From an optimization exercise on the open Yosys and OpenROAD flow, aimed at small area; shortcuts taken in it are not production practice. Only simulation tests tie the RTL to the original design; equivalence was not proved. No driver is modelled on the clock port, so clocking that relies on it looks cheaper here than on a real chip. Power is estimated from default activity; no workload was simulated.

===== design/flow/flow/run.sh =====
#!/bin/bash
# Own layout flow: the standard ORFS flow (standard.sh) with
#  - synthesis as standard (same script, same register mapping) except for
#    the combinational mapping: no full-adder extraction, and an ABC script
#    built on &deepsyn; it runs with four random seeds and keeps the netlist
#    with the smallest cell area,
#  - minimum-size port buffers,
#  - no timing-driven global placement,
#  - a two-level clock tree built by flow/cts_tree.tcl.
# Each tool's output goes to the logs ORFS writes under orfs/ and syn*/;
# this script's own output goes to run_*.log in the work folder.
set -euo pipefail
W=$PWD
F=$W/flow
sed "s#^source \$::env(SCRIPTS_DIR)/synth_preamble.tcl#&\nset abc_args [list -script \$::env(MY_ABC_SCRIPT) {*}\$lib_args {*}\$lib_dont_use_args -constr \$::env(OBJECTS_DIR)/abc.constr]#" \
    "$FLOW_HOME/scripts/synth.tcl" > "$W/synth_mod.tcl"
sed "s#\$::env(SCRIPTS_DIR)/synth.tcl#$W/synth_mod.tcl#" "$W/synth_recipe.tcl" > "$W/my_synth.tcl"

ARGS=(SYNTH_SCRIPT="$W/my_synth.tcl" ADDER_MAP_FILE= ABC_AREA=1 GPL_TIMING_DRIVEN=0
      BUFFER_PORTS_ARGS="-buffer_cell sky130_fd_sc_hd__buf_1"
      CTS_ARGS="-clk_nets clk -repair_clock_nets -dont_use_dummy_load"
      PRE_CTS_TCL="$F/cts_tree.tcl")

# synthesis with several ABC seeds, in parallel
SEEDS="0 1 2 3"
for s in $SEEDS; do
  sed "s/@SEED@/$s/" "$F/area.abc" > "$W/area_$s.abc"
  bash "$W/standard.sh" "${ARGS[@]}" WORK_HOME="$W/syn$s" MY_ABC_SCRIPT="$W/area_$s.abc" synth \
      > "$W/run_synth_$s.log" 2>&1 &
done
wait
best=""
best_area=""
for s in $SEEDS; do
  rpt="$W/syn$s/reports/sky130hd/kmb/base/synth_stat.txt"
  [[ -f "$rpt" ]] || continue
  a=$(awk '/Chip area/ {print $NF}' "$rpt")
  echo "seed $s: area $a" >> "$W/run_select.log"
  if [[ -z "$best" ]] || awk -v a="$a" -v b="$best_area" 'BEGIN {exit !(a < b)}'; then
    best=$s
    best_area=$a
  fi
done
echo "selected seed $best ($best_area)" >> "$W/run_select.log"
rm -rf "$W/orfs"
cp -a "$W/syn$best" "$W/orfs"
bash "$W/standard.sh" "${ARGS[@]}" MY_ABC_SCRIPT="$W/area_$best.abc" finish > "$W/run_flow.log" 2>&1

===== design/flow/flow/area.abc =====
strash
&get -n
&deepsyn -J 50 -T 150 -S @SEED@
&dch -f
&nf -R 1000 -p -F 10 -A 10
&put
strash
&get -n
&dch -f
&nf -R 1000 -p -F 10 -A 10
&put

===== design/flow/flow/cts_tree.tcl =====
# Two-level clock tree built here instead of by TritonCTS: the register
# clock pins are split into K groups of equal size by k-means on their positions; each
# group is driven by one leaf buffer at its centre, and one root buffer at
# the centre of the leaves drives the leaf buffers from the clock port.
set K 5
set leaf_master [[ord::get_db] findMaster sky130_fd_sc_hd__buf_6]
set root_master [[ord::get_db] findMaster sky130_fd_sc_hd__clkbuf_2]
set block [ord::get_db_block]
set clknet [$block findNet clk]
set pts {}
foreach it [$clknet getITerms] {
  set bb [[$it getInst] getBBox]
  lappend pts [list $it [expr {([$bb xMin] + [$bb xMax]) / 2.0}] [expr {([$bb yMin] + [$bb yMax]) / 2.0}]]
}
set n [llength $pts]
set pts [lsort -real -index 1 $pts]
# initial centres: spread along x
set cx {}
set cy {}
for {set k 0} {$k < $K} {incr k} {
  set p [lindex $pts [expr {int(($k + 0.5) * $n / $K)}]]
  lappend cx [lindex $p 1]
  lappend cy [lindex $p 2]
}
# k-means with at most ceil(n / K) registers per group: each pass assigns
# the (register, group) pairs in order of distance, skipping full groups
set cap [expr {($n + $K - 1) / $K}]
for {set iter 0} {$iter < 30} {incr iter} {
  set pairs {}
  for {set i 0} {$i < $n} {incr i} {
    set p [lindex $pts $i]
    for {set k 0} {$k < $K} {incr k} {
      set d [expr {abs([lindex $p 1] - [lindex $cx $k]) + abs([lindex $p 2] - [lindex $cy $k])}]
      lappend pairs [list $d $i $k]
    }
  }
  set pairs [lsort -real -index 0 $pairs]
  set asg [lrepeat $n -1]
  set fill [lrepeat $K 0]
  foreach pr $pairs {
    lassign $pr d i k
    if {[lindex $asg $i] >= 0 || [lindex $fill $k] >= $cap} continue
    lset asg $i $k
    lset fill $k [expr {[lindex $fill $k] + 1}]
  }
  set sx [lrepeat $K 0.0]; set sy [lrepeat $K 0.0]; set sc [lrepeat $K 0]
  foreach p $pts a $asg {
    lset sx $a [expr {[lindex $sx $a] + [lindex $p 1]}]
    lset sy $a [expr {[lindex $sy $a] + [lindex $p 2]}]
    lset sc $a [expr {[lindex $sc $a] + 1}]
  }
  for {set k 0} {$k < $K} {incr k} {
    if {[lindex $sc $k] > 0} {
      lset cx $k [expr {[lindex $sx $k] / [lindex $sc $k]}]
      lset cy $k [expr {[lindex $sy $k] / [lindex $sc $k]}]
    }
  }
}
set root [odb::dbInst_create $block $root_master clkbuf_root]
set rnet [odb::dbNet_create $block clknet_root]
$rnet setSigType CLOCK
set rx 0.0; set ry 0.0; set used 0
for {set k 0} {$k < $K} {incr k} {
  if {[lindex $sc $k] == 0} continue
  set b [odb::dbInst_create $block $leaf_master clkbuf_leaf_$k]
  set net [odb::dbNet_create $block clknet_leaf_$k]
  $net setSigType CLOCK
  foreach p $pts a $asg {
    if {$a == $k} {
      set it [lindex $p 0]
      $it disconnect
      $it connect $net
    }
  }
  [$b findITerm A] connect $rnet
  [$b findITerm X] connect $net
  $b setLocation [expr {int([lindex $cx $k])}] [expr {int([lindex $cy $k])}]
  $b setPlacementStatus PLACED
  set rx [expr {$rx + [lindex $cx $k]}]
  set ry [expr {$ry + [lindex $cy $k]}]
  incr used
  puts "clock tree: leaf $k drives [lindex $sc $k] registers"
}
[$root findITerm A] connect $clknet
[$root findITerm X] connect $rnet
$root setLocation [expr {int($rx / $used)}] [expr {int($ry / $used)}]
$root setPlacementStatus PLACED
puts "clock tree: root drives $used leaf buffers, $n registers in all"

===== design/flow/standard.sh =====
#!/bin/bash
# synth_recipe.tcl (not shown) runs the flow's synth.tcl, then flattens the netlist and writes it again
# the make line also repeats each setting of config.mk as NAME=value (left out here)
make -C /OpenROAD-flow-scripts/flow DESIGN_CONFIG=/design/flow/config.mk WORK_HOME=/design/flow/orfs CLKGATE_MAP_FILE= SYNTH_SCRIPT=/design/flow/synth_recipe.tcl "${@:-finish}"

===== design/flow/config.mk =====
export PLATFORM = sky130hd
export DESIGN_NAME = kmb
export DESIGN_NICKNAME = kmb
export VERILOG_FILES = /design/flow/design.v
export SDC_FILE = /design/flow/constraint.sdc
export NUM_CORES = 4
export LEC_CHECK = 0
export CAP_MARGIN = 20
export CORE_MARGIN = 2
export CORE_UTILIZATION = 40
export SLEW_MARGIN = 20

===== design/flow/constraint.sdc =====
create_clock -name core_clock -period 10.0 [get_ports {clk}]
set_input_delay 2.0000 -clock core_clock [delete_from_list [all_inputs] [get_ports {clk}]]
set_output_delay 2.0000 -clock core_clock [all_outputs]
set_load 0.01 [all_outputs]

===== design/flow/design.v =====
module kmb (
    input  wire        clk,
    input  wire        rst,         
    input  wire [12:0] key_in,
    input  wire        btn_in,
    input  wire        tick_ms,
    input  wire        tx_ready,
    output wire        tx_valid,
    output wire [7:0]  tx_data,
    output wire        tx_last,
    output wire        led,
    output wire        overlay,
    output reg         res_valid,
    output reg  [2:0]  res_kind,
    output reg  [3:0]  res_line,
    output reg  [1:0]  res_slot
);
    localparam [4:0] S_IDLE  = 5'd0;
    localparam [4:0] S_SCAN  = 5'd1;
    localparam [4:0] S_TXN0  = 5'd2;    
    localparam [4:0] S_TXN1  = 5'd3;    
    localparam [4:0] S_TXN2  = 5'd4;    
    localparam [4:0] S_WSET  = 5'd5;    
    localparam [4:0] S_FLASH = 5'd16;
    localparam [4:0] S_WON   = 5'd17;   
    localparam [4:0] S_FGAP  = 5'd18;
    localparam [4:0] S_WOFF  = 5'd19;   
    localparam [4:0] S_TOP   = 5'd20;
    localparam [4:0] S_CH    = 5'd21;
    localparam [4:0] S_TXC0  = 5'd22;   
    localparam [4:0] S_TXC1  = 5'd23;   
    localparam [4:0] S_CHW   = 5'd24;
    localparam [4:0] S_WCH   = 5'd25;   
    localparam [4:0] S_OCTDN = 5'd26;
    localparam [4:0] S_WDN   = 5'd27;   
    localparam [4:0] S_OCTUP = 5'd28;
    localparam [4:0] S_WUP   = 5'd29;   
    localparam [2:0] K_CLAIM    = 3'd0;
    localparam [2:0] K_FREE     = 3'd2;
    localparam [2:0] K_OVERFLOW = 3'd3;
    localparam [2:0] K_SPURIOUS = 3'd4;
    reg [4:0]  st;
    reg [12:0] cur;        
    reg [12:0] ack;        
    reg [3:0]  octave;
    reg [1:0]  preset;
    reg [3:0]  slot_k0, slot_k1, slot_k2, slot_k3;    
    reg [8:0]  cnt;        
    reg [2:0]  aux;        
    wire [12:0] pend = ack ^ cur;
    reg [3:0] line;
    integer i;
    always @(*) begin
        line = 4'd0;
        for (i = 12; i >= 0; i = i - 1)
            if (pend[i]) line = i[3:0];
    end
    wire any_pend = |pend;
    wire pressed  = cur[line];
    wire [3:0] hit;
    assign hit[0] = (slot_k0 == line);
    assign hit[1] = (slot_k1 == line);
    assign hit[2] = (slot_k2 == line);
    assign hit[3] = (slot_k3 == line);
    wire [3:0] free = {&slot_k3, &slot_k2, &slot_k1, &slot_k0};
    wire [1:0] hit_slot  = hit[0]  ? 2'd0 : hit[1]  ? 2'd1 : hit[2]  ? 2'd2 : 2'd3;
    wire [1:0] free_slot = free[0] ? 2'd0 : free[1] ? 2'd1 : free[2] ? 2'd2 : 2'd3;
    wire       arb_ok   = pressed ? (free != 4'd0) : (hit != 4'd0);
    wire [1:0] arb_slot = !arb_ok ? 2'd0 : pressed ? free_slot : hit_slot;
    wire [2:0] arb_kind = pressed ? (arb_ok ? K_CLAIM : K_OVERFLOW)
                                  : (arb_ok ? K_FREE  : K_SPURIOUS);
    wire in_wait = (st == S_WSET) || (st == S_WON) || (st == S_WOFF) ||
                   (st == S_WCH) || (st == S_WDN) || (st == S_WUP);
    wire done_150 = cnt[7] & cnt[4] & cnt[2] & cnt[1];
    wire done_100 = cnt[6] & cnt[5] & cnt[2];
    wire done_400 = cnt[8] & cnt[7] & cnt[4];
    wire done_50  = cnt[5] & cnt[4] & cnt[1];
    wire [7:0] note = {4'd0, res_line} + {4'd0, octave} * 8'd12;
    reg  [7:0] byte_o;
    reg        last_o;
    always @(*) begin
        byte_o = 8'h00;
        last_o = 1'b0;
        case (st)
            S_TXN0: byte_o = {3'b100, res_kind == K_CLAIM, 2'b00, res_slot};
            S_TXN1: byte_o = note;
            S_TXN2: begin byte_o = 8'h64; last_o = 1'b1; end
            S_TXC0: byte_o = {6'b101100, aux[1:0]};
            S_TXC1: begin byte_o = {6'd0, preset}; last_o = 1'b1; end
            default: ;
        endcase
    end
    assign tx_valid = (st == S_TXN0) || (st == S_TXN1) || (st == S_TXN2) ||
                      (st == S_TXC0) || (st == S_TXC1);
    assign tx_data  = byte_o;
    assign tx_last  = last_o;
    assign led      = (st == S_WON) || (st == S_FGAP);
    assign overlay  = st[4];
    always @(posedge clk) begin
        cnt <= in_wait ? cnt + {8'd0, tick_ms} : 9'd0;
        if (rst) begin
            st        <= S_IDLE;
            ack       <= 13'd0;
            octave    <= 4'd5;
            preset    <= 2'd0;
            slot_k0   <= 4'hF;
            slot_k1   <= 4'hF;
            slot_k2   <= 4'hF;
            slot_k3   <= 4'hF;
            res_valid <= 1'b0;
            res_kind  <= 3'd0;
            res_line  <= 4'd0;
            res_slot  <= 2'd0;
        end else begin
            res_valid <= 1'b0;
            case (st)
                S_IDLE: begin
                    cur <= key_in;
                    aux <= 3'd0;
                    if (btn_in) st <= S_FLASH;
                    else        st <= S_SCAN;
                end
                S_SCAN: begin
                    if (!any_pend) begin
                        st <= S_IDLE;
                    end else begin
                        ack[line] <= pressed;
                        res_valid <= 1'b1;
                        res_kind  <= arb_kind;
                        res_line  <= line;
                        res_slot  <= arb_slot;
                        if (arb_ok) begin
                            case (arb_slot)
                                2'd0: slot_k0 <= pressed ? line : 4'hF;
                                2'd1: slot_k1 <= pressed ? line : 4'hF;
                                2'd2: slot_k2 <= pressed ? line : 4'hF;
                                default: slot_k3 <= pressed ? line : 4'hF;
                            endcase
                            st <= S_TXN0;
                        end
                    end
                end
                S_TXN0: if (tx_ready) st <= S_TXN1;
                S_TXN1: if (tx_ready) st <= S_TXN2;
                S_TXN2: if (tx_ready) st <= S_SCAN;
                S_WSET: if (done_50) st <= S_IDLE;
                S_FLASH: begin
                    if (aux[1:0] == preset) st <= S_TOP;
                    else                    st <= S_WON;
                end
                S_WON:  if (done_150) st <= S_FGAP;
                S_FGAP: begin
                    aux <= aux + 3'd1;
                    st  <= S_WOFF;
                end
                S_WOFF: if (done_150) st <= S_FLASH;
                S_TOP: begin
                    aux <= 3'd0;
                    if (btn_in) begin
                        st  <= S_CH;
                    end else begin
                        preset <= preset + 2'd1;
                        st     <= S_WSET;
                    end
                end
                S_CH: begin
                    if (aux[2])                st  <= S_OCTDN;
                    else if (key_in[aux[1:0]]) st  <= S_TXC0;
                    else                       aux <= aux + 3'd1;
                end
                S_TXC0: if (tx_ready) st <= S_TXC1;
                S_TXC1: if (tx_ready) st <= S_CHW;
                S_CHW: begin
                    aux <= aux + 3'd1;
                    st  <= S_WCH;
                end
                S_WCH: if (done_100) st <= S_CH;
                S_OCTDN: begin
                    if (key_in[11]) begin
                        if (octave != 4'd0) octave <= octave - 4'd1;
                        st <= S_WDN;
                    end else begin
                        st <= S_OCTUP;
                    end
                end
                S_WDN: if (done_400) st <= S_OCTUP;
                S_OCTUP: begin
                    if (key_in[12]) begin
                        if (octave < 4'd9) octave <= octave + 4'd1;
                        st <= S_WUP;
                    end else begin
                        st <= S_TOP;
                    end
                end
                S_WUP: if (done_400) st <= S_TOP;
                default: st <= S_IDLE;
            endcase
        end
    end
endmodule

==> run notes, run 1 <==
* R2r startpoint: cur[10]
* Vias at 3,392
* RSZ-0062 raised after global routing: no
* Yosys reg bits at 75
* Met2 WL at 4730 um
* Worst EP arrival at 5.61 ns
* Max-cap violations at 0
* Share of post-route cells with drive strength above 1 at 0.0188
* GPL Wtd Cong at 0.890
* Reg2Reg Capture Point: slot_k1[2]
* PortBufs at 39
* Status: finished clean
* Final setup TNS at 0 ns
* Reg2reg setup slack at 4.78 ns
* CP top delay family: compound AO/OA/AOI/OAI gates
* Antenna diodes at 0
* Critical path data required time at 10.39 ns
* Synthesized instance count at 434
* Synth unique cells at 42
* # nets final at 500
* Average cell area after synthesis at 8.67 um^2
* Crit path launch type: flop
* Buf/Inv on CP at 0
* WHS at 0.473 ns
* Remaining antenna violation count at 0
* Hold Path Sink: res_kind[0]
* Hold_sp: res_kind[0]
* Area Growth Syn to Fin at 9.55%
* Total track usage at 0.184
* First-pass GRT wire length at 15,600 um
* Clock skew at 0.00856 ns
* Synthesized Nets at 452
* Synth Flop Type: dfxtp_1
* Die area at 10,200 um^2
* Sequential area share after synthesis at 0.442
* Antenna violations before repair at 0
* Min Tclk post-route at 5.22 ns
* Post-place setup slack at 4.87 ns
* WHS Path Cells at 2
* Max-slew violation count at 0
* Tcrit/Tclk final at 0.522
* CP Capture Type: flop
* Cells resized by post-CTS repair at 0
* Vias in the first global route at 3,166
* Fill cells at 935
* Post-Route M1 WL at 4230 um
* Chip Width at 101 um
* Cell area after synthesis at 3760 um^2
* Uppermost layer routed: met4
* Max Clk Rate at 192 MHz
* Post-DP Area at 4060 um^2
* Design Power at 0.000899 W
* Final hold vios at 0
* Clk pin slew, worst setup/hold paths at 0.10 ns
* Crit-path max FO at 8
* Die Y at 101 um
* Largest net degree at the start of global routing at 21
* Std-Cell Rows at 35
* Finished Cell Area at 4120 um^2
* Max_slew headroom at 0.286
* Number of flops mapped to enable cells by yosys at 16
* Setup bufs post-CTS at 0
* Ports at 40
* Peak supply drop at 0.0000958 V
* P per Cell Area at 218 nW/um^2
* LEAKAGE at 1.47 nW
* Vias per inst at 5.74
* Crit-path slowest cell: a21oi_1
* DRT Pass-1 Iters at 5
* Detailed router's first-iteration violation count at 189
* Cell count of the worst reg-to-reg path at 21
* CP Class: reg2reg
* Metal3 WL at 353 um
* Path category of the worst min-delay check: reg2reg
* Crit-path cells: xor2_1 > nand2b_1 > a21oi_1 > nor2_1 > nor2_1 > nor2_1 > o21ai_0 > nand2_1 > a21oi_1 > nor2b_1 > a22oi_1 > a211o_1 > o21a_1 > a41o_1 > a21oi_1 > a31oi_1 > or3_1 > nor3_1 > nand2b_1 > nor2_1 > a21oi_1
* Setup violators final at 0
* FF/Latch Area at 1660 um^2
* DR WL/cell at 16.0 um
* Detailed-route DRC error count at 0
* Hold_buf cts at 0
* CP max stage delay at 0.73 ns
* Core area at 9200 um^2
* Clock latency on the worst-skew pair at 0.46 ns
* FFs w/ async S/R, synth at 0
* Worst setup margin at 4.78 ns
* Initial Util at 0.409
* Worst-margin pin slew at 1.07 ns
* Post-DP HPWL at 7080 um
* GR Overflow Total at 0
* Yosys synthesis warning count at 1
* Multi-input gate area at 2070 um^2
* Total Wirelength at 9480 um
-- cell type report --
class                      instances  area share
multi-input combinational        351       0.503
sequential                        75       0.403
timing repair buffer              40      0.0374
tap                              111      0.0337
buffer                             6      0.0149
inverter                           8     0.00729
-- worst min-delay path, stage by stage, from the launching register on --
cell and delay [ns]:
dfxtp_1 0.34, nand2_1 0.06, nand2_1 0.04
-- metal layers --
metal,vias up,track usage
li1,1696,-
met1,1624,0.240
met2,60,0.333
met3,12,0.0173
met4,0,0.0353
met5,-,0
-- Yosys cell counts, drive strengths merged, types with 4 or more instances --
cell,n,area (um^2)
and3,8,50.1
nor2b,9,56.3
dfxtp,59,1180
nor3,21,105
edfxtp,16,480
o21ai,25,125
a21o,4,30.0
a21oi,45,225
clkinv,8,30.0
nor2,57,214
xnor2,30,263
nand3,10,50.1
xor2,10,87.6
nand2,33,124
a22o,7,61.3
nand4,8,50.1
nand2b,17,106
a31oi,8,50.1
and2,5,31.3
or3,7,43.8
-- power breakdown --
part | internal, W | switching (W)
Sequential | 0.000358 | 0.0000526
Clock | 0.0000409 | 0.0000939
Combinational | 0.000132 | 0.000222
-- logic make-up (layout without fill, tap and decap cells) --
family | count (synthesis) | after routing | synth area share
compound gates | 124 | 124 | 0.209
xor+xnor | 40 | 40 | 0.0931
flops | 75 | 75 | 0.442
buf+inv | 8 | 54 | 0.00798
mux | 1 | 1 | 0.00599
simple gates | 186 | 186 | 0.242
-- registers in the layout, summed over array words and instances, names as in the netlist --
| name | count |
|---|---|
| st | 5 |
| cnt | 9 |
| ack | 13 |
| slot_k3 | 4 |
| preset | 2 |
| slot_k1 | 4 |
| slot_k0 | 4 |
| cur | 13 |
| res_line | 4 |
| res_valid | 1 |
| res_slot | 2 |
| res_kind | 3 |
| octave | 4 |
| aux | 3 |
| slot_k2 | 4 |
-- layout by cell type (no fill, tap or decap), types with 4 or more instances in the layout --
master	count
nand3_1	10
nor3_1	20
clkinv_1	8
a31oi_1	8
o21ai_0	24
nor2b_1	9
xnor2_1	30
or3_1	7
a21o_1	4
and3_1	8
edfxtp_1	16
dfxtp_1	59
a22o_1	7
nand4_1	8
nand2_1	33
buf_1	39
buf_6	5
nor2_1	57
a21oi_1	45
and2_0	5
nand2b_1	17
xor2_1	10
-- how the worst max path moves through the flow --
stage | from | end | slack (ns) | depth (start not counted)
floorplan | cur[10] | slot_k1[0] | 5.80 | 21
global placement | cur[10] | slot_k1[0] | 4.89 | 21
detailed placement | cur[10] | slot_k1[2] | 4.87 | 21
CTS | cur[10] | slot_k1[2] | 4.85 | 21
global route | cur[10] | slot_k1[2] | 4.27 | 21
finish | cur[10] | slot_k1[2] | 4.78 | 21
-- through the flow --
step                      std cells   util
after floorplan                 434      -
after global placement          584  0.440
after detailed placement        585  0.441
after CTS                       591  0.448
after global routing            591  0.448
final                           591  0.448
==> run 2, diff against run 1 <==
--- a/design/flow/design.v
+++ b/design/flow/design.v
@@ -42,3 +42,3 @@
     reg [4:0]  st;
-    reg [12:0] cur;        
+    reg [12:0] cur;
     reg [12:0] ack;        
@@ -47,4 +47,4 @@
     reg [3:0]  slot_k0, slot_k1, slot_k2, slot_k3;    
-    reg [8:0]  cnt;        
-    reg [2:0]  aux;        
+    wire [8:0] cnt = cur[8:0];     
+    wire [2:0] aux = cur[11:9];    
     wire [12:0] pend = ack ^ cur;
@@ -98,4 +98,24 @@
     assign overlay  = st[4];
+    reg [2:0] aux_next;
+    always @(*) begin
+        aux_next = aux;
+        case (st)
+            S_FGAP:  aux_next = aux + 3'd1;
+            S_TOP:   aux_next = 3'd0;
+            S_CH:    if (!aux[2] && !key_in[aux[1:0]]) aux_next = aux + 3'd1;
+            S_CHW:   aux_next = aux + 3'd1;
+            default: ;
+        endcase
+    end
     always @(posedge clk) begin
-        cnt <= in_wait ? cnt + {8'd0, tick_ms} : 9'd0;
+        case (st)
+            S_IDLE: cur <= {key_in[12], btn_in ? 3'd0 : key_in[11:9], key_in[8:0]};
+            S_SCAN, S_TXN0, S_TXN1, S_TXN2: ;
+            default: begin
+                cur[8:0]  <= in_wait ? cnt + {8'd0, tick_ms} : 9'd0;
+                cur[11:9] <= aux_next;
+            end
+        endcase
+    end
+    always @(posedge clk) begin
         if (rst) begin
@@ -117,4 +137,2 @@
                 S_IDLE: begin
-                    cur <= key_in;
-                    aux <= 3'd0;
                     if (btn_in) st <= S_FLASH;
@@ -151,9 +169,5 @@
                 S_WON:  if (done_150) st <= S_FGAP;
-                S_FGAP: begin
-                    aux <= aux + 3'd1;
-                    st  <= S_WOFF;
-                end
+                S_FGAP: st <= S_WOFF;
                 S_WOFF: if (done_150) st <= S_FLASH;
                 S_TOP: begin
-                    aux <= 3'd0;
                     if (btn_in) begin
@@ -166,5 +180,4 @@
                 S_CH: begin
-                    if (aux[2])                st  <= S_OCTDN;
-                    else if (key_in[aux[1:0]]) st  <= S_TXC0;
-                    else                       aux <= aux + 3'd1;
+                    if (aux[2])                st <= S_OCTDN;
+                    else if (key_in[aux[1:0]]) st <= S_TXC0;
                 end
@@ -172,6 +185,3 @@
                 S_TXC1: if (tx_ready) st <= S_CHW;
-                S_CHW: begin
-                    aux <= aux + 3'd1;
-                    st  <= S_WCH;
-                end
+                S_CHW: st <= S_WCH;
                 S_WCH: if (done_100) st <= S_CH;
--- a/design/flow/flow/cts_tree.tcl
+++ b/design/flow/flow/cts_tree.tcl
@@ -4,3 +4,3 @@
 # the centre of the leaves drives the leaf buffers from the clock port.
-set K 5
+set K 4
 set leaf_master [[ord::get_db] findMaster sky130_fd_sc_hd__buf_6]
==> run 2 against run 1 <==
Maximum frequency decreased by 1.8%. Worst hold slack improved by 0.024 ns. Final cell count unchanged. Largest cell class unchanged. Global-route usage increased by 0.41 points. Critical endpoint is now slot_k2[3]. Core utilization increased by 0.19 points. Sequential share of layout area decreased by 4.9 points. Synthesized cell count increased by 1.2%. Routed wire length decreased by 0.43%. Largest power group is now combinational logic. First-iteration DRC count decreased by 23%. Total power increased by 34%.
==> run notes, run 2 <==
* GPL Wtd Cong at 0.846 (-5.0%)
* Clock latency on the worst-skew pair at 0.44 ns (-0.02 ns)
* Detailed router's first-iteration violation count at 146 (-23%)
* Crit path launch type: flop
* Die Y at 98.6 um (-2.3%)
* Share of post-route cells with drive strength above 1 at 0.0166 (-0.00219)
* Vias per inst at 5.66 (-1.4%)
* Std-Cell Rows at 34 (-2.9%)
* Largest regs: ack: 13 flops, cur: 13 flops, st: 5 flops
* Setup violators final at 0 (unchanged)
* Antenna diodes at 0 (unchanged)
* Critical path data required time at 10.38 ns (about the same)
* Cells resized by post-CTS repair at 0 (unchanged)
* Synth Flop Type: dfxtp_1
* Post-DP HPWL at 7070 um (-0.14%)
* Max_slew headroom at 0.413 (+0.127)
* Post-DP Area at 3870 um^2 (-4.6%)
* Number of flops mapped to enable cells by yosys at 13 (-3)
* P per Cell Area at 308 nW/um^2 (+41%)
* Largest net degree at the start of global routing at 34 (+62%)
* # nets final at 503 (+0.60%)
* Clock skew at 0.0202 ns (+0.0117 ns)
* Most common cell after layout, fill and taps aside: nor2_1
* Crit-path max FO at 8 (unchanged)
* Path category of the worst min-delay check: reg2reg
* Most frequent cells in the layout: nor2_1, dfxtp_1, a21oi_1
* Chip Width at 98.6 um (-2.3%)
* Post-synth top area cell: dfxtp_1
* Detailed-route DRC error count at 0 (unchanged)
* Max Clk Rate at 188 MHz (-1.8%)
* Ports at 40 (unchanged)
* Max-cap violations at 0 (unchanged)
* Status: finished clean
* Final hold vios at 0 (unchanged)
* Metal3 WL at 366 um (+3.7%)
* Min Tclk post-route at 5.31 ns (+0.0976 ns)
* LEAKAGE at 1.39 nW (-5.3%)
* Synth area leaders: dfxtp_1, edfxtp_1, a21oi_1
* Total track usage at 0.188 (+0.00406)
* Cell area after synthesis at 3580 um^2 (-4.8%)
* Most instantiated cells after synthesis: nor2_1, dfxtp_1, a21oi_1
* First-pass GRT wire length at 15,500 um (-0.44%)
* DRT Pass-1 Iters at 4 (-1)
* Initial Util at 0.411 (+0.00164)
* Post-Route M1 WL at 4530 um (+7.1%)
* Synth unique cells at 41 (-2.4%)
* Sequential area share after synthesis at 0.389 (-0.0532)
* Area Growth Syn to Fin at 9.57% (about the same)
* FFs w/ async S/R, synth at 0 (unchanged)
* Yosys reg bits at 63 (-16%)
* RSZ-0062 raised after global routing: no
* Core area at 8720 um^2 (-5.2%)
* Remaining antenna violation count at 0 (unchanged)
* DR WL/cell at 16.0 um (-0.43%)
* Worst EP arrival at 5.69 ns (+0.08 ns)
* PortBufs at 39 (unchanged)
* Synthesized Nets at 457 (+1.1%)
* Peak supply drop at 0.000116 V (+22%)
* Hold_buf cts at 0 (unchanged)
* Vias at 3,346 (-1.4%)
* CP Capture Type: flop
* Worst-margin pin slew at 0.873 ns (-0.197 ns)
* Yosys synthesis warning count at 1 (unchanged)
* GR Overflow Total at 0 (unchanged)
* Reg2reg setup slack at 4.69 ns (-0.10 ns)
* Tcrit/Tclk final at 0.531 (+0.00976)
* Average cell area after synthesis at 8.16 um^2 (-5.9%)
* Final setup TNS at 0 ns (unchanged)
* Die area at 9720 um^2 (-4.6%)
* Met2 WL at 4330 um (-8.5%)
* Antenna violations before repair at 0 (unchanged)
* Vias in the first global route at 3,150 (-0.51%)
* Clk pin slew, worst setup/hold paths at 0.12 ns (+0.02 ns)
* Setup bufs post-CTS at 0 (unchanged)
* WHS at 0.497 ns (+0.0242 ns)
* Uppermost layer routed: met4
* Most numerous cell in the Yosys netlist: nor2_1
* CP Class: reg2reg
* Finished Cell Area at 3920 um^2 (-4.8%)
* Max-slew violation count at 0 (unchanged)
* Total Wirelength at 9440 um (-0.43%)
* Top-area cell type share of the netlist area at 0.280 (-0.0345)
* Synthesized instance count at 439 (+1.2%)
## run 2: power by group
| part | leakage (nW) | switching [W] | internal [W] |
|---|---|---|---|
| combinational | 0.820 | 0.000421 | 0.000232 |
| sequential | 0.543 | 0.000101 | 0.000336 |
| clock | 0.0284 | 0.0000834 | 0.0000335 |
| total | 1.39 | 0.000606 | 0.000601 |
## run 2: worst max-delay path, cell delays in order (launching register included)
cell,delay [ns]
edfxtp_1,0.53
xnor2_1,0.29
nand2_1,0.11
nor3_1,0.28
nand3_1,0.14
nor3_2,0.56
nand2b_1,0.23
and2_0,0.43
a221oi_1,0.32
o221ai_1,0.15
o21ai_0,0.14
nand2b_1,0.11
nand2_1,0.16
a41oi_1,0.09
nand2b_1,0.13
nor2_1,0.07
a31oi_1,0.32
nand2_1,0.15
nor3b_1,0.56
or2_0,0.29
nor2_1,0.06
a21oi_1,0.11
## run 2: stage by stage
step | cells | setup WS, ns | util | total power [W]
after floorplan | 439 | 5.65 | - | 0.000901
after global placement | 586 | 4.33 | 0.443 | 0.00108
after detailed placement | 586 | 4.79 | 0.444 | 0.00109
after CTS | 591 | 4.79 | 0.450 | 0.00117
after global routing | 591 | 4.08 | 0.450 | 0.00132
final | 591 | 4.69 | 0.450 | 0.00121
## run 2: worst paths after layout
check        cells after the start  startpoint    endpoint
max                             21      cur[2]  slot_k2[3]
min reg2reg                      1      ack[8]      ack[8]
max reg2reg                     21      cur[2]  slot_k2[3]
min                              1      ack[8]      ack[8]
## run 2: layout make-up
type	count	area [um^2]
Inverter	10	37.5
Multi-Input combinational cell	366	2160
Tap cell	108	135
Sequential cell	63	1390
Fill cell	921	4800
Timing Repair Buffer	39	148
Buffer	5	50.0
## run 2: cells by family after synthesis
| family | Yosys count | share of synthesized area |
|---|---|---|
| AO/OA/AOI/OAI | 129 | 0.224 |
| flip-flops | 63 | 0.389 |
| buffers and inverters | 10 | 0.0105 |
| XOR/XNOR | 44 | 0.108 |
| multiplexers | 1 | 0.00280 |
| AND/OR/NAND/NOR | 192 | 0.266 |
## run 2: per-layer routing
metal,track usage,vias to the layer above
li1,-,1707
met1,0.262,1561
met2,0.320,59
met3,0.0170,19
met4,0.0390,0
met5,0,-
==> run 3, diff against run 2 <==
--- a/design/flow/flow/cts_tree.tcl
+++ b/design/flow/flow/cts_tree.tcl
@@ -4,3 +4,3 @@
 # the centre of the leaves drives the leaf buffers from the clock port.
-set K 4
+set K 5
 set leaf_master [[ord::get_db] findMaster sky130_fd_sc_hd__buf_6]
==> run 3 against run 2 <==
Sequential power about the same. Clock skew down 0.0084 ns. Die area is the same. Sequential share of layout area shrank 0.10 points. Via count is essentially flat. Critical path type unchanged.
==> run notes, run 3 <==
* Tcrit/Tclk final at 0.531 (-0.000782)
* Yosys synthesis warning count at 1 (unchanged)
* Peak supply drop at 0.000103 V (-12%)
* Antenna diodes at 0 (unchanged)
* Average cell area after synthesis at 8.16 um^2 (unchanged)
* Adder-Cell Fraction of Synth Area at 0 (unchanged)
* Post-DP HPWL at 7070 um (unchanged)
* WHS at 0.495 ns (-0.00196 ns)
* Crit-path max FO at 8 (unchanged)
* Die Y at 98.6 um (unchanged)
* Synth Area in Simple Gates at 0.266 (unchanged)
* Chip Width at 98.6 um (unchanged)
* Met2 WL at 4330 um (about the same)
* Area Growth Syn to Fin at 9.89%
* Worst setup margin at 4.69 ns (+0.00782 ns)
* Clock latency on the worst-skew pair at 0.46 ns (+0.02 ns)
* Synth area leaders: dfxtp_1, edfxtp_1, a21oi_1
* Uppermost layer routed: met4
* Worst-margin pin slew at 0.869 ns (-0.00398 ns)
* LEAKAGE at 1.40 nW (+0.43%)
* Sequential area share after synthesis at 0.389 (unchanged)
* Largest family of logic cells by synthesized area: simple AND/OR/NAND/NOR gates
* Vias per inst at 5.66 (about the same)
* Top-area cell type share of the netlist area at 0.280 (unchanged)
* Std-Cell Rows at 34 (unchanged)
* Post-Route M1 WL at 4540 um (+0.13%)
* Hold_buf cts at 0 (unchanged)
* Largest net degree at the start of global routing at 34 (unchanged)
* Most common cell after layout, fill and taps aside: nor2_1
* Share of post-route cells with drive strength above 1 at 0.0186 (+0.00203)
* P per Cell Area at 309 nW/um^2 (+0.41%)
* Util after Layout at 0.451 (+0.00129)
* Design Power at 0.00122 W (+0.70%)
* Ports at 40 (unchanged)
* Vias at 3,349 (+0.090%)
* Most instantiated cells after synthesis: nor2_1, dfxtp_1, a21oi_1
* Mux cell area share after synthesis at 0.00280 (unchanged)
* Core area at 8720 um^2 (unchanged)
* CP Class: reg2reg
* Cell area after synthesis at 3580 um^2 (unchanged)
* Total track usage at 0.186 (-0.00238)
* Final hold vios at 0 (unchanged)
* # nets final at 504 (+0.20%)
* Vias in the first global route at 3,135 (-0.48%)
* Post-synthesis xor/xnor area fraction at 0.108 (unchanged)
* GPL Wtd Cong at 0.846 (unchanged)
* Crit path launch type: flop
* Setup bufs post-CTS at 0 (unchanged)
* Clk pin slew, worst setup/hold paths at 0.10 ns (-0.02 ns)
* Min Tclk post-route at 5.31 ns (-0.00782 ns)
* Most frequent cells in the layout: nor2_1, dfxtp_1, a21oi_1
* Metal3 WL at 325 um (-11%)
* Post-synth top area cell: dfxtp_1
* Remaining antenna violation count at 0 (unchanged)
* DRT Pass-1 Iters at 4 (unchanged)
* GR Overflow Total at 0 (unchanged)
* Setup violators final at 0 (unchanged)
* Initial Util at 0.411 (unchanged)
* Total Wirelength at 9390 um (-0.47%)
* Synthesized instance count at 439 (unchanged)
* Post-place setup slack at 4.79 ns (unchanged)
* Post-synthesis compound-gate area fraction at 0.224 (unchanged)
* Most numerous cell in the Yosys netlist: nor2_1
* Yosys reg bits at 63 (unchanged)
* Critical path data required time at 10.39 ns (about the same)
* Number of flops mapped to enable cells by yosys at 13 (unchanged)
* RSZ-0062 raised after global routing: no
* Status: finished clean
* Detailed router's first-iteration violation count at 173 (+18%)
* First-pass GRT wire length at 15,300 um (-1.2%)
* Synth unique cells at 41 (unchanged)
* Antenna violations before repair at 0 (unchanged)
* Worst EP arrival at 5.69 ns (about the same)
* Detailed-route DRC error count at 0 (unchanged)
* Max-slew violation count at 0 (unchanged)
* Largest regs: ack: 13 flops, cur: 13 flops, st: 5 flops
* CP Capture Type: flop
* Max Clk Rate at 188 MHz (+0.15%)
* Synth Flop Type: dfxtp_1
* Synthesized Nets at 457 (unchanged)
* Final setup TNS at 0 ns (unchanged)
* Cells resized by post-CTS repair at 0 (unchanged)
* Die area at 9720 um^2 (unchanged)
* DR WL/cell at 15.9 um (-0.63%)
* Max-cap violations at 0 (unchanged)
* Clock skew at 0.0118 ns (-0.00840 ns)
* Max_slew headroom at 0.416 (+0.00267)
* PortBufs at 39 (unchanged)
* Path category of the worst min-delay check: reg2reg
* FFs w/ async S/R, synth at 0 (unchanged)
[run 3: cell counts after synthesis]
Identical to the previous run, type by type.
[run 3: per-stage QoR]
step,area (um^2),instances
finish,3940,592
global placement,3860,586
CTS,3940,592
global route,3940,592
floorplan,3580,439
detailed placement,3870,586
[run 3: layout make-up]
type / instances / area [um^2]
Fill cell: 916 / 4790
Timing Repair Buffer: 39 / 148
Sequential cell: 63 / 1390
Buffer: 6 / 61.3
Multi-Input combinational cell: 366 / 2160
Tap cell: 108 / 135
Inverter: 10 / 37.5
[run 3: worst max-delay path, cell delays in order (launching register included)]
cell      delay (ns)
edfxtp_1        0.52
xnor2_1         0.29
nand2_1         0.11
nor3_1          0.28
nand3_1         0.14
nor3_2          0.56
nand2b_1        0.23
and2_0          0.43
a221oi_1        0.32
o221ai_1        0.15
o21ai_0         0.14
nand2b_1        0.11
nand2_1         0.15
a41oi_1         0.09
nand2b_1        0.13
nor2_1          0.07
a31oi_1         0.32
nand2_1         0.15
nor3b_1         0.56
or2_0           0.29
nor2_1          0.06
a21oi_1         0.11
[run 3: worst paths after layout]
check / end / startpoint / slack [ns] / cells past startpoint
setup reg to reg: slot_k2[3] / cur[2] / 4.69 / 21
setup / recovery: slot_k2[3] / cur[2] / 4.69 / 21
hold / removal: ack[8] / ack[8] / 0.49 / 1
hold reg to reg: ack[8] / ack[8] / 0.49 / 1
[run 3: power by group]
part	internal (W)	switching (W)
Clock	0.0000406	0.0000831
Combinational	0.000232	0.000421
Sequential	0.000336	0.000102
[run 3: metal layers]
metal / GRT usage / vias up
li1: - / 1713
met1: 0.258 / 1568
met2: 0.316 / 53
met3: 0.0191 / 15
met4: 0.0379 / 0
met5: 0 / -
[run 3: cell families (layout without fill, tap and decap cells)]
kind of cell	Yosys count	count (layout)
flops	63	63
compound gates	129	129
mux	1	1
xor+xnor	44	44
simple gates	192	192
buf+inv	10	55
==> run 4, diff against run 3 <==
--- a/design/flow/design.v
+++ b/design/flow/design.v
@@ -116,2 +116,3 @@
                 cur[11:9] <= aux_next;
+                cur[12]   <= key_in[12];
             end
==> run 4 against run 3 <==
Worst hold slack lost 0.0017 ns. Critical path depth is the same. Clock skew is essentially flat. Highest routed layer unchanged.
==> run notes, run 4 <==
* Synth unique cells at 40 (-2.4%)
* Die Y at 98.0 um (-0.60%)
* Vias in the first global route at 3,221 (+2.7%)
* Clock skew at 0.0121 ns (+0.000255 ns)
* Tcrit/Tclk final at 0.512 (-0.0190)
* FF/Latch Area at 1390 um^2 (unchanged)
* Final setup TNS at 0 ns (unchanged)
* Synthesized Nets at 459 (+0.44%)
* GR Overflow Total at 0 (unchanged)
* Switching power at 0.000601 W (-0.99%)
* Area Growth Syn to Fin at 9.73%
* Cells resized by post-CTS repair at 0 (unchanged)
* P_int at 0.000598 W (-1.8%)
* Remaining antenna violation count at 0 (unchanged)
* Largest regs: ack: 13 flops, cur: 13 flops, st: 5 flops
* Hold_buf cts at 0 (unchanged)
* DR WL/cell at 16.2 um (+1.9%)
* RSZ-0062 raised after global routing: no
* Clock latency on the worst-skew pair at 0.46 ns (about the same)
* Cell area after synthesis at 3540 um^2 (-1.3%)
* Total track usage at 0.191 (+0.00540)
* Ports at 40 (unchanged)
* Seq pwr share at 0.371 (+0.010)
* Path category of the worst min-delay check: reg2reg
* Max-slew violation count at 0 (unchanged)
* Max_slew headroom at 0.358 (-0.0584)
* Critical path data required time at 10.41 ns (+0.02 ns)
* Comb pwr share at 0.526 (-0.011)
* Average cell area after synthesis at 8.02 um^2 (-1.7%)
* Share of post-route cells with drive strength above 1 at 0.0165 (-0.00213)
* Most instantiated cells after synthesis: nor2_1, a21oi_1, dfxtp_1
* GPL Wtd Cong at 0.899 (+6.4%)
* Crit-path cells: xor2_1 > a21oi_1 > o21ai_0 > a21oi_1 > o21ai_0 > nand2_1 > a21boi_1 > nor2b_1 > clkinv_1 > o22ai_1 > nor3_1 > nor2_1 > nand2_1 > a31oi_1 > nand2_1 > nor3_1 > nor2_1 > and2_0 > or2_0 > a31oi_1 > a22o_1
* # nets final at 506 (+0.40%)
* Setup bufs post-CTS at 0 (unchanged)
* Detailed router's first-iteration violation count at 163 (-5.8%)
* Post-DP HPWL at 7180 um (+1.6%)
* Vias per inst at 5.78 (+2.2%)
* Synth area leaders: dfxtp_1, edfxtp_1, a21oi_1
* Hold_sp: res_slot[1]
* Multi-input gate area at 2110 um^2 (-2.2%)
* Most common cell after layout, fill and taps aside: nor2_1
* Initial Util at 0.409 (-0.00117)
* LEAKAGE at 1.39 nW (-0.82%)
* Die area at 9610 um^2 (-1.2%)
* Most frequent cells in the layout: nor2_1, a21oi_1, dfxtp_1
* PortBufs at 39 (unchanged)
* R2r startpoint: cur[9]
* Crit-path slowest cell: a21boi_1
* Buf/Inv on CP at 1 (+1)
* Worst-margin pin slew at 0.964 ns (+0.0943 ns)
* Fill cells at 904 (-1.3%)
* Antenna violations before repair at 0 (unchanged)
* Min Tclk post-route at 5.12 ns (-0.190 ns)
* First-pass GRT wire length at 15,500 um (+0.85%)
* Largest net degree at the start of global routing at 35 (+2.9%)
* Util after Layout at 0.449 (-0.00193)
* Number of flops mapped to enable cells by yosys at 13 (unchanged)
* Sequential area share after synthesis at 0.393 (+0.00495)
* Worst EP arrival at 5.52 ns (-0.17 ns)
* Total Wirelength at 9600 um (+2.3%)
* Most numerous cell in the Yosys netlist: nor2_1
* CP max stage delay at 0.65 ns (+0.09 ns)
* Clock power frac at 0.104 (+0.002)
* Crit-path most repeated cell: nand2_1
* Post-synth top area cell: dfxtp_1
* FFs w/ async S/R, synth at 0 (unchanged)
* Max Clk Rate at 195 MHz (+3.7%)
* CP top delay family: compound AO/OA/AOI/OAI gates
* CP Capture Type: flop
* Synth Flop Type: dfxtp_1
* DRT Pass-1 Iters at 4 (unchanged)
* Status: finished clean
* Crit-path max FO at 10 (+2)
* Synthesized instance count at 441 (+0.46%)
* Top-area cell type share of the netlist area at 0.283 (+0.00356)
* Std-Cell Rows at 34 (unchanged)
* Vias at 3,433 (+2.5%)
* Peak supply drop at 0.000103 V (+0.11%)
* P per Cell Area at 309 nW/um^2 (about the same)
* CP Class: reg2reg
* Detailed-route DRC error count at 0 (unchanged)
* Yosys reg bits at 63 (unchanged)
* Switching Fraction at 0.501 (+0.00202)
* Core area at 8640 um^2 (-0.98%)
* Max-cap violations at 0 (unchanged)
* Crit path from: cur[9]
* Final hold vios at 0 (unchanged)
* Clk pin slew, worst setup/hold paths at 0.10 ns (about the same)
* Chip Width at 98.0 um (-0.60%)
* Antenna diodes at 0 (unchanged)
* Crit path launch type: flop
* Setup violators final at 0 (unchanged)
* Yosys synthesis warning count at 1 (unchanged)
==> run 4: cell types whose count changed after synthesis, sizes merged, moves of 3 or more <==
cell | before | now
nand2b | 16 | 11
a22o | 10 | 13
nor2 | 51 | 61
nor3b | 6 | 1
nand3b | 3 | 0
xnor2 | 26 | 21
a31oi | 2 | 8
o31ai | 4 | 0
nor3 | 20 | 30
==> run 4: through the flow <==
step	instance area (um^2)	power, W	hold slack [ns]	instances	setup WS [ns]
finish	3880	0.00120	0.493	594	4.88
global route	3880	0.00130	0.516	594	4.19
detailed placement	3820	0.00108	0.483	588	4.85
CTS	3880	0.00117	0.486	594	4.82
floorplan	3540	0.000887	0.463	441	5.70
global placement	3820	0.00107	0.476	588	4.52
==> run 4: cell families after synthesis <==
family	count (synthesis)	share of synthesized area
buf+inv	8	0.00849
simple gates	197	0.262
compound gates	133	0.234
flops	63	0.393
mux	1	0.00637
xor+xnor	39	0.0966
==> run 4: worst paths after layout <==
path                       to  cells past startpoint  slack (ns)
setup reg to reg        st[1]                     21        4.88
hold / removal    res_slot[1]                      2        0.49
hold reg to reg   res_slot[1]                      2        0.49
setup / recovery        st[1]                     21        4.88
==> run 4: power by group through the flow <==
| stage | sequential (W) | combinational, W | clock [W] |
|---|---|---|---|
| 2_1_floorplan | 0.000419 | 0.000468 | 0 |
| 3_3_place_gp | 0.000449 | 0.000619 | 0 |
| 3_5_place_dp | 0.000450 | 0.000627 | 0 |
| 4_1_cts | 0.000451 | 0.000630 | 0.0000883 |
| 5_1_grt | 0.000457 | 0.000706 | 0.000136 |
| 6_report | 0.000444 | 0.000630 | 0.000124 |
==> run 4: layout make-up <==
type | count | area share
buffer | 6 | 0.0158
sequential | 63 | 0.359
inverter | 8 | 0.00774
multi-input combinational | 370 | 0.545
timing repair buffer | 39 | 0.0381
tap | 108 | 0.0348
==> run 4: per-layer routing <==
layer,share of wire,up-vias,global-route usage,routed length (um)
met2,0.48,93,0.341,4610
met3,0.058,13,0.0258,556
met4,0.015,0,0.0353,143
met5,0,-,0,0
met1,0.45,1615,0.249,4290
li1,-,1712,-,-
==> run 4: worst reg2reg max path, delay by kind of cell, from the launching register on <==
kind | cells | cell delay, ns
simple gates | 10 | 1.88
xor+xnor | 1 | 0.30
flops | 1 | 0.63
compound gates | 9 | 2.05
buf+inv | 1 | 0.21
==> run 5, diff against run 4 <==
--- a/design/flow/flow/run.sh
+++ b/design/flow/flow/run.sh
@@ -18,3 +18,3 @@
 
-ARGS=(SYNTH_SCRIPT="$W/my_synth.tcl" ADDER_MAP_FILE= ABC_AREA=1 GPL_TIMING_DRIVEN=0
+ARGS=(SYNTH_SCRIPT="$W/my_synth.tcl" CAP_MARGIN=0 SLEW_MARGIN=0 ADDER_MAP_FILE= ABC_AREA=1 GPL_TIMING_DRIVEN=0
       BUFFER_PORTS_ARGS="-buffer_cell sky130_fd_sc_hd__buf_1"
==> run 5 against run 4 <==
Clock skew stayed put. Largest power group unchanged. Still clean. Highest routed layer unchanged. Critical path depth stayed put. Setup slack stayed put. Critical path type unchanged. Largest cell class unchanged.
==> run notes, run 5 <==
* Status: finished clean
* Hold_buf cts at 0 (unchanged)
* Synth Area in Simple Gates at 0.262 (unchanged)
* Remaining antenna violation count at 0 (unchanged)
* Max-slew violation count at 0 (unchanged)
* Detailed-route DRC error count at 0 (unchanged)
* Post-synth top area cell: dfxtp_1
* Sequential area share after synthesis at 0.393 (unchanged)
* Path category of the worst min-delay check: reg2reg
* CP Capture Type: flop
* Area Growth Syn to Fin at 9.73% (unchanged)
* FF/Latch Area at 1390 um^2 (unchanged)
* Worst-margin pin slew at 0.964 ns (unchanged)
* Clock skew at 0.0121 ns (unchanged)
* FFs w/ async S/R, synth at 0 (unchanged)
* Total Wirelength at 9600 um (unchanged)
* P per Cell Area at 309 nW/um^2 (unchanged)
* Vias in the first global route at 3,219 (-0.062%)
* Synthesized Nets at 459 (unchanged)
* Routing usage on met3 at 0.0258 (unchanged)
* Busiest layer in global routing: met2
* Post-DP HPWL at 7180 um (about the same)
* Vias per inst at 5.78 (unchanged)
* Met1 Use GR at 0.249 (-0.000445)
* Setup violators final at 0 (unchanged)
* Largest regs: ack: 13 flops, cur: 13 flops, st: 5 flops
* Top-area cell type share of the netlist area at 0.283 (unchanged)
* Final hold vios at 0 (unchanged)
* Most instantiated cells after synthesis: nor2_1, a21oi_1, dfxtp_1
* Fill cells at 904 (unchanged)
* Largest net degree at the start of global routing at 35 (unchanged)
* GPL Wtd Cong at 0.899 (unchanged)
* Adder-Cell Fraction of Synth Area at 0 (unchanged)
* Initial Util at 0.409 (unchanged)
* GR Overflow Total at 0 (unchanged)
* Post-DP Area at 3820 um^2 (unchanged)
* Synth unique cells at 40 (unchanged)
* Cell area after synthesis at 3540 um^2 (unchanged)
* Chip Width at 98.0 um (unchanged)
* Setup bufs post-CTS at 0 (unchanged)
* Most numerous cell in the Yosys netlist: nor2_1
* Min Tclk post-route at 5.12 ns (unchanged)
* Met2 Track Usage GR at 0.341 (unchanged)
* DRT Pass-1 Iters at 4 (unchanged)
* Largest family of logic cells by synthesized area: simple AND/OR/NAND/NOR gates
* Yosys synthesis warning count at 1 (unchanged)
* Worst EP arrival at 5.52 ns (about the same)
* Total track usage at 0.191 (about the same)
* Crit-path max FO at 10 (unchanged)
* Design Power at 0.00120 W (unchanged)
* Core area at 8640 um^2 (unchanged)
* Share of post-route cells with drive strength above 1 at 0.0165 (unchanged)
* Ports at 40 (unchanged)
* Average cell area after synthesis at 8.02 um^2 (unchanged)
* Max-cap violations at 0 (unchanged)
* Max Clk Rate at 195 MHz (unchanged)
* DR WL/cell at 16.2 um (unchanged)
* Synthesized instance count at 441 (unchanged)
* Util after Layout at 0.449 (unchanged)
* Yosys reg bits at 63 (unchanged)
* Critical path data required time at 10.41 ns (about the same)
* RSZ-0062 raised after global routing: no
* # nets final at 506 (unchanged)
* Crit path launch type: flop
* CP Class: reg2reg
* First-pass GRT wire length at 15,500 um (about the same)
* Tcrit/Tclk final at 0.512 (unchanged)
* Die area at 9610 um^2 (unchanged)
* Post-synthesis xor/xnor area fraction at 0.0966 (unchanged)
* Vias at 3,433 (unchanged)
* Number of flops mapped to enable cells by yosys at 13 (unchanged)
* PortBufs at 39 (unchanged)
* Most common cell after layout, fill and taps aside: nor2_1
* Peak supply drop at 0.000103 V (unchanged)
* Most frequent cells in the layout: nor2_1, a21oi_1, dfxtp_1
* Post-synthesis compound-gate area fraction at 0.234 (unchanged)
* Antenna violations before repair at 0 (unchanged)
* Mux cell area share after synthesis at 0.00637 (unchanged)
* Detailed router's first-iteration violation count at 163 (unchanged)
* Synth Flop Type: dfxtp_1
* Max_slew headroom at 0.358 (unchanged)
* Clock latency on the worst-skew pair at 0.46 ns (about the same)
* Multi-input gate area at 2110 um^2 (unchanged)
* Final setup TNS at 0 ns (unchanged)
* Cells resized by post-CTS repair at 0 (unchanged)
* Finished Cell Area at 3880 um^2 (unchanged)
* Die Y at 98.0 um (unchanged)
* Synth area leaders: dfxtp_1, edfxtp_1, a21oi_1
* Std-Cell Rows at 34 (unchanged)
* Clk pin slew, worst setup/hold paths at 0.10 ns (about the same)
* Antenna diodes at 0 (unchanged)
* LEAKAGE at 1.39 nW (unchanged)
-- run 5: cell counts after synthesis --
No cell type changed its count.
-- run 5: kinds of logic after synthesis --
logic type / count (synthesis)
mux: 1
simple gates: 197
buf+inv: 8
flops: 63
compound gates: 133
xor+xnor: 39
-- run 5: worst paths after layout --
kind                                  start  slack [ns]  depth (start not counted)           to
worst max-delay path                 cur[9]        4.88                         21        st[1]
worst min-delay path            res_slot[1]        0.49                          2  res_slot[1]
worst min register to register  res_slot[1]        0.49                          2  res_slot[1]
worst max register to register       cur[9]        4.88                         21        st[1]
-- run 5: metal layers --
layer / wire length, um / part of all wire / vias to the layer above
li1: - / - / 1712
met1: 4290 / 0.45 / 1615
met2: 4610 / 0.48 / 93
met3: 556 / 0.058 / 13
met4: 143 / 0.015 / 0
met5: 0 / 0 / -
-- run 5: final cells by class --
class | instances | area share
plain buffers | 6 | 0.0158
multi-input cells | 370 | 0.545
inverters | 8 | 0.00774
repair buffers | 39 | 0.0381
flip-flops and latches | 63 | 0.359
well taps | 108 | 0.0348
-- run 5: per-stage QoR --
stage               hold slack (ns)  cells  worst slack (ns)
global route                  0.516    594              4.19
CTS                           0.486    594              4.45
finish                        0.493    594              4.88
detailed placement            0.483    588              4.47
global placement              0.476    588              4.52
floorplan                     0.463    441              5.70
-- run 5: power by group --
group	switching (W)	internal, W
Sequential	0.000105	0.000340
Combinational	0.000413	0.000218
Clock	0.0000835	0.0000406
-- run 5: worst max-delay path: stages, from the launching register on --
cell      delay (ns)
edfxtp_1        0.63
xor2_1          0.29
a21oi_1         0.06
o21ai_0         0.15
a21oi_1         0.08
o21ai_0         0.16
nand2_1         0.11
a21boi_1        0.65
nor2b_1         0.45
clkinv_1        0.21
o22ai_1         0.19
nor3_1          0.06
nor2_1          0.18
nand2_1         0.18
a31oi_1         0.24
nand2_1         0.12
nor3_1          0.20
nor2_1          0.09
and2_0          0.20
or2_0           0.29
a31oi_1         0.31
a22o_1          0.20
==> run 6, diff against run 5 <==
--- a/design/flow/flow/run.sh
+++ b/design/flow/flow/run.sh
@@ -4,3 +4,3 @@
 #    the combinational mapping: no full-adder extraction, and an ABC script
-#    built on &deepsyn; it runs with four random seeds and keeps the netlist
+#    built on &deepsyn; it runs with eight random seeds and keeps the netlist
 #    with the smallest cell area,
@@ -18,3 +18,3 @@
 
-ARGS=(SYNTH_SCRIPT="$W/my_synth.tcl" CAP_MARGIN=0 SLEW_MARGIN=0 ADDER_MAP_FILE= ABC_AREA=1 GPL_TIMING_DRIVEN=0
+ARGS=(SYNTH_SCRIPT="$W/my_synth.tcl" ADDER_MAP_FILE= ABC_AREA=1 GPL_TIMING_DRIVEN=0
       BUFFER_PORTS_ARGS="-buffer_cell sky130_fd_sc_hd__buf_1"
@@ -23,10 +23,12 @@
 
-# synthesis with several ABC seeds, in parallel
-SEEDS="0 1 2 3"
-for s in $SEEDS; do
-  sed "s/@SEED@/$s/" "$F/area.abc" > "$W/area_$s.abc"
-  bash "$W/standard.sh" "${ARGS[@]}" WORK_HOME="$W/syn$s" MY_ABC_SCRIPT="$W/area_$s.abc" synth \
-      > "$W/run_synth_$s.log" 2>&1 &
+# synthesis with several ABC seeds, four at a time
+SEEDS="0 1 2 3 4 5 6 7"
+for batch in "0 1 2 3" "4 5 6 7"; do
+  for s in $batch; do
+    sed "s/@SEED@/$s/" "$F/area.abc" > "$W/area_$s.abc"
+    bash "$W/standard.sh" "${ARGS[@]}" WORK_HOME="$W/syn$s" MY_ABC_SCRIPT="$W/area_$s.abc" synth \
+        > "$W/run_synth_$s.log" 2>&1 &
+  done
+  wait
 done
-wait
 best=""
==> run 6 against run 5 <==
Sequential power barely moved. Clock skew did not move. Core utilization did not move. Maximum frequency did not move. Critical path depth did not move. Highest routed layer unchanged. Die area did not move. Register-to-register slack barely moved. Clock power barely moved. Sequential share of layout area did not move. Synthesized area did not move.
==> run notes, run 6 <==
* Reg2reg setup slack at 4.88 ns (about the same)
* Hold_buf cts at 0 (unchanged)
* Peak supply drop at 0.000103 V (unchanged)
* FFs w/ async S/R, synth at 0 (unchanged)
* Setup bufs post-CTS at 0 (unchanged)
* Chip Width at 98.0 um (unchanged)
* GR Overflow Total at 0 (unchanged)
* Post-synth top area cell: dfxtp_1
* Met1 Use GR at 0.249 (+0.000445)
* Status: finished clean
* Cells resized by post-CTS repair at 0 (unchanged)
* Initial Util at 0.409 (unchanged)
* Area Growth Syn to Fin at 9.73% (unchanged)
* Crit-path slowest cell: a21boi_1
* PortBufs at 39 (unchanged)
* Clock latency on the worst-skew pair at 0.46 ns (about the same)
* Std-Cell Rows at 34 (unchanged)
* Vias at 3,433 (unchanged)
* Clock skew at 0.0121 ns (unchanged)
* Detailed-route DRC error count at 0 (unchanged)
* Routing usage on met3 at 0.0258 (unchanged)
* GPL Wtd Cong at 0.899 (unchanged)
* Crit-path cells: xor2_1 > a21oi_1 > o21ai_0 > a21oi_1 > o21ai_0 > nand2_1 > a21boi_1 > nor2b_1 > clkinv_1 > o22ai_1 > nor3_1 > nor2_1 > nand2_1 > a31oi_1 > nand2_1 > nor3_1 > nor2_1 > and2_0 > or2_0 > a31oi_1 > a22o_1
* Total Wirelength at 9600 um (unchanged)
* First-pass GRT wire length at 15,500 um (about the same)
* WHS at 0.493 ns (unchanged)
* Most instantiated cells after synthesis: nor2_1, a21oi_1, dfxtp_1
* Synth area leaders: dfxtp_1, edfxtp_1, a21oi_1
* Ports at 40 (unchanged)
* Cell area after synthesis at 3540 um^2 (unchanged)
* Largest regs: ack: 13 flops, cur: 13 flops, st: 5 flops
* Antenna diodes at 0 (unchanged)
* Remaining antenna violation count at 0 (unchanged)
* Core area at 8640 um^2 (unchanged)
* Cell count of the worst reg-to-reg path at 21 (unchanged)
* Antenna violations before repair at 0 (unchanged)
* P per Cell Area at 309 nW/um^2 (unchanged)
* Crit path launch type: flop
* Most common cell after layout, fill and taps aside: nor2_1
* Worst EP arrival at 5.52 ns (about the same)
* Buf/Inv on CP at 1 (unchanged)
* Crit-path max FO at 10 (unchanged)
* Reg2Reg Capture Point: st[1]
* Yosys synthesis warning count at 1 (unchanged)
* Hold_sp: res_slot[1]
* Post-DP HPWL at 7180 um (about the same)
* Min Tclk post-route at 5.12 ns (unchanged)
* # nets final at 506 (unchanged)
* WHS Path Cells at 2 (unchanged)
* Hold Path Sink: res_slot[1]
* Final setup TNS at 0 ns (unchanged)
* CP Capture Type: flop
* DRT Pass-1 Iters at 4 (unchanged)
* Tcrit/Tclk final at 0.512 (unchanged)
* Die Y at 98.0 um (unchanged)
* Detailed router's first-iteration violation count at 163 (unchanged)
* Final hold vios at 0 (unchanged)
* R2r startpoint: cur[9]
* Synth Flop Type: dfxtp_1
* Sequential area share after synthesis at 0.393 (unchanged)
* Max-slew violation count at 0 (unchanged)
* Clk pin slew, worst setup/hold paths at 0.10 ns (about the same)
* Share of post-route cells with drive strength above 1 at 0.0165 (unchanged)
* Busiest layer in global routing: met2
* RSZ-0062 raised after global routing: no
* Worst-margin pin slew at 0.964 ns (unchanged)
* CP top delay family: compound AO/OA/AOI/OAI gates
* Crit-path most repeated cell: nand2_1
* Average cell area after synthesis at 8.02 um^2 (unchanged)
* Synthesized instance count at 441 (unchanged)
* Most numerous cell in the Yosys netlist: nor2_1
* Synth unique cells at 40 (unchanged)
* Largest net degree at the start of global routing at 35 (unchanged)
* Most frequent cells in the layout: nor2_1, a21oi_1, dfxtp_1
* Max-cap violations at 0 (unchanged)
* Number of flops mapped to enable cells by yosys at 13 (unchanged)
* LEAKAGE at 1.39 nW (unchanged)
* Setup violators final at 0 (unchanged)
* Path category of the worst min-delay check: reg2reg
* CP Class: reg2reg
* Critical path data required time at 10.41 ns (about the same)
* CP max stage delay at 0.65 ns (about the same)
* Yosys reg bits at 63 (unchanged)
* Vias per inst at 5.78 (unchanged)
* Synthesized Nets at 459 (unchanged)
* DR WL/cell at 16.2 um (unchanged)
* Max_slew headroom at 0.358 (unchanged)
* Met2 Track Usage GR at 0.341 (unchanged)
* Die area at 9610 um^2 (unchanged)
* Max Clk Rate at 195 MHz (unchanged)
* Total track usage at 0.191 (about the same)
* Vias in the first global route at 3,221 (+0.062%)
* Top-area cell type share of the netlist area at 0.283 (unchanged)
[run 6: report_power, final]
part           switching, W  total (W)  internal, W
combinational      0.000413   0.000630     0.000218
clock             0.0000835   0.000124    0.0000406
sequential         0.000105   0.000444     0.000340
[run 6: area by class of cell]
cell class	instances	area, um^2
Buffer	6	61.3
Timing Repair Buffer	39	148
Multi-Input combinational cell	370	2110
Tap cell	108	135
Sequential cell	63	1390
Inverter	8	30.0
Fill cell	904	4760
[run 6: worst reg2reg max path, stage by stage (launching register included)]
cell and delay [ns]:
edfxtp_1 0.63, xor2_1 0.30, a21oi_1 0.06, o21ai_0 0.15, a21oi_1 0.08, o21ai_0 0.16
nand2_1 0.11, a21boi_1 0.65, nor2b_1 0.45, clkinv_1 0.21, o22ai_1 0.19, nor3_1 0.06
nor2_1 0.18, nand2_1 0.18, a31oi_1 0.24, nand2_1 0.12, nor3_1 0.20, nor2_1 0.09
and2_0 0.20, or2_0 0.29, a31oi_1 0.31, a22o_1 0.21
[run 6: routing by layer]
metal	wire, um	share of wire
met1	4290	0.45
met2	4610	0.48
met3	556	0.058
met4	143	0.015
met5	0	0
[run 6: metrics by stage]
stage / power (W) / instances / cell area, um^2 / util / worst slack [ns]
after floorplan: 0.000887 / 441 / 3540 / - / 5.70
after global placement: 0.00107 / 588 / 3820 / 0.442 / 4.52
after detailed placement: 0.00108 / 588 / 3820 / 0.442 / 4.85
after CTS: 0.00117 / 594 / 3880 / 0.449 / 4.82
after global routing: 0.00130 / 594 / 3880 / 0.449 / 4.19
final: 0.00120 / 594 / 3880 / 0.449 / 4.88
[run 6: worst max-delay path by stage]
stage | cells after the start | start | slack (ns) | to
2_1_floorplan | 21 | cur[9] | 5.70 | st[2]
3_3_place_gp | 21 | cur[9] | 4.52 | st[0]
3_5_place_dp | 21 | cur[9] | 4.85 | st[0]
4_1_cts | 21 | cur[9] | 4.82 | st[1]
5_1_grt | 21 | cur[9] | 4.19 | st[2]
6_report | 21 | cur[9] | 4.88 | st[1]
[run 6: cell families (layout without fill, tap and decap cells)]
group | Yosys count | in the layout | synth area share
flip-flops | 63 | 63 | 0.393
buffers and inverters | 8 | 53 | 0.00849
AND/OR/NAND/NOR | 197 | 197 | 0.262
AO/OA/AOI/OAI | 133 | 133 | 0.234
XOR/XNOR | 39 | 39 | 0.0966
multiplexers | 1 | 1 | 0.00637

afterwards: timing with drivers on the ports:
No port has a modelled driver above. Below, the same layouts with a new extraction and two added sets of constraints. Step 1 (the two cells are an assumption about what drives the block):
set clk [get_ports {clk}]
set_driving_cell -lib_cell sky130_fd_sc_hd__clkbuf_16 $clk
set_driving_cell -lib_cell sky130_fd_sc_hd__buf_2 [delete_from_list [all_inputs] $clk]
Step 2 adds t to the input delays and takes it off the output delays; t is the mean of the earliest and latest rising clock arrival at the registers after step 1. Input paths then give back, and output paths get back, about the clock's delay inside the block. Slacks: ideal ports / drivers / drivers and shift; pairs: ideal ports / drivers.
| run | t, ns | setup slack, ns | worst setup path at the end | worst slew at a driven data input, ns | pins driven straight from the clock port |
|---|---|---|---|---|---|
| run 1 | 0.483 | 4.784 / 4.784 / 4.784 | register to register | 0.03 | 1 |
| run 2 | 0.460 | 4.687 / 4.687 / 4.687 | register to register | 0.03 | 1 |
| run 3 | 0.482 | 4.695 / 4.695 / 4.695 | register to register | 0.03 | 1 |
| run 4 | 0.479 | 4.884 / 4.884 / 4.884 | register to register | 0.03 | 1 |
| run 5 | 0.479 | 4.884 / 4.884 / 4.884 | register to register | 0.03 | 1 |
| run 6 | 0.479 | 4.884 / 4.884 / 4.884 | register to register | 0.03 | 1 |
After both steps every run listed still meets setup and hold.
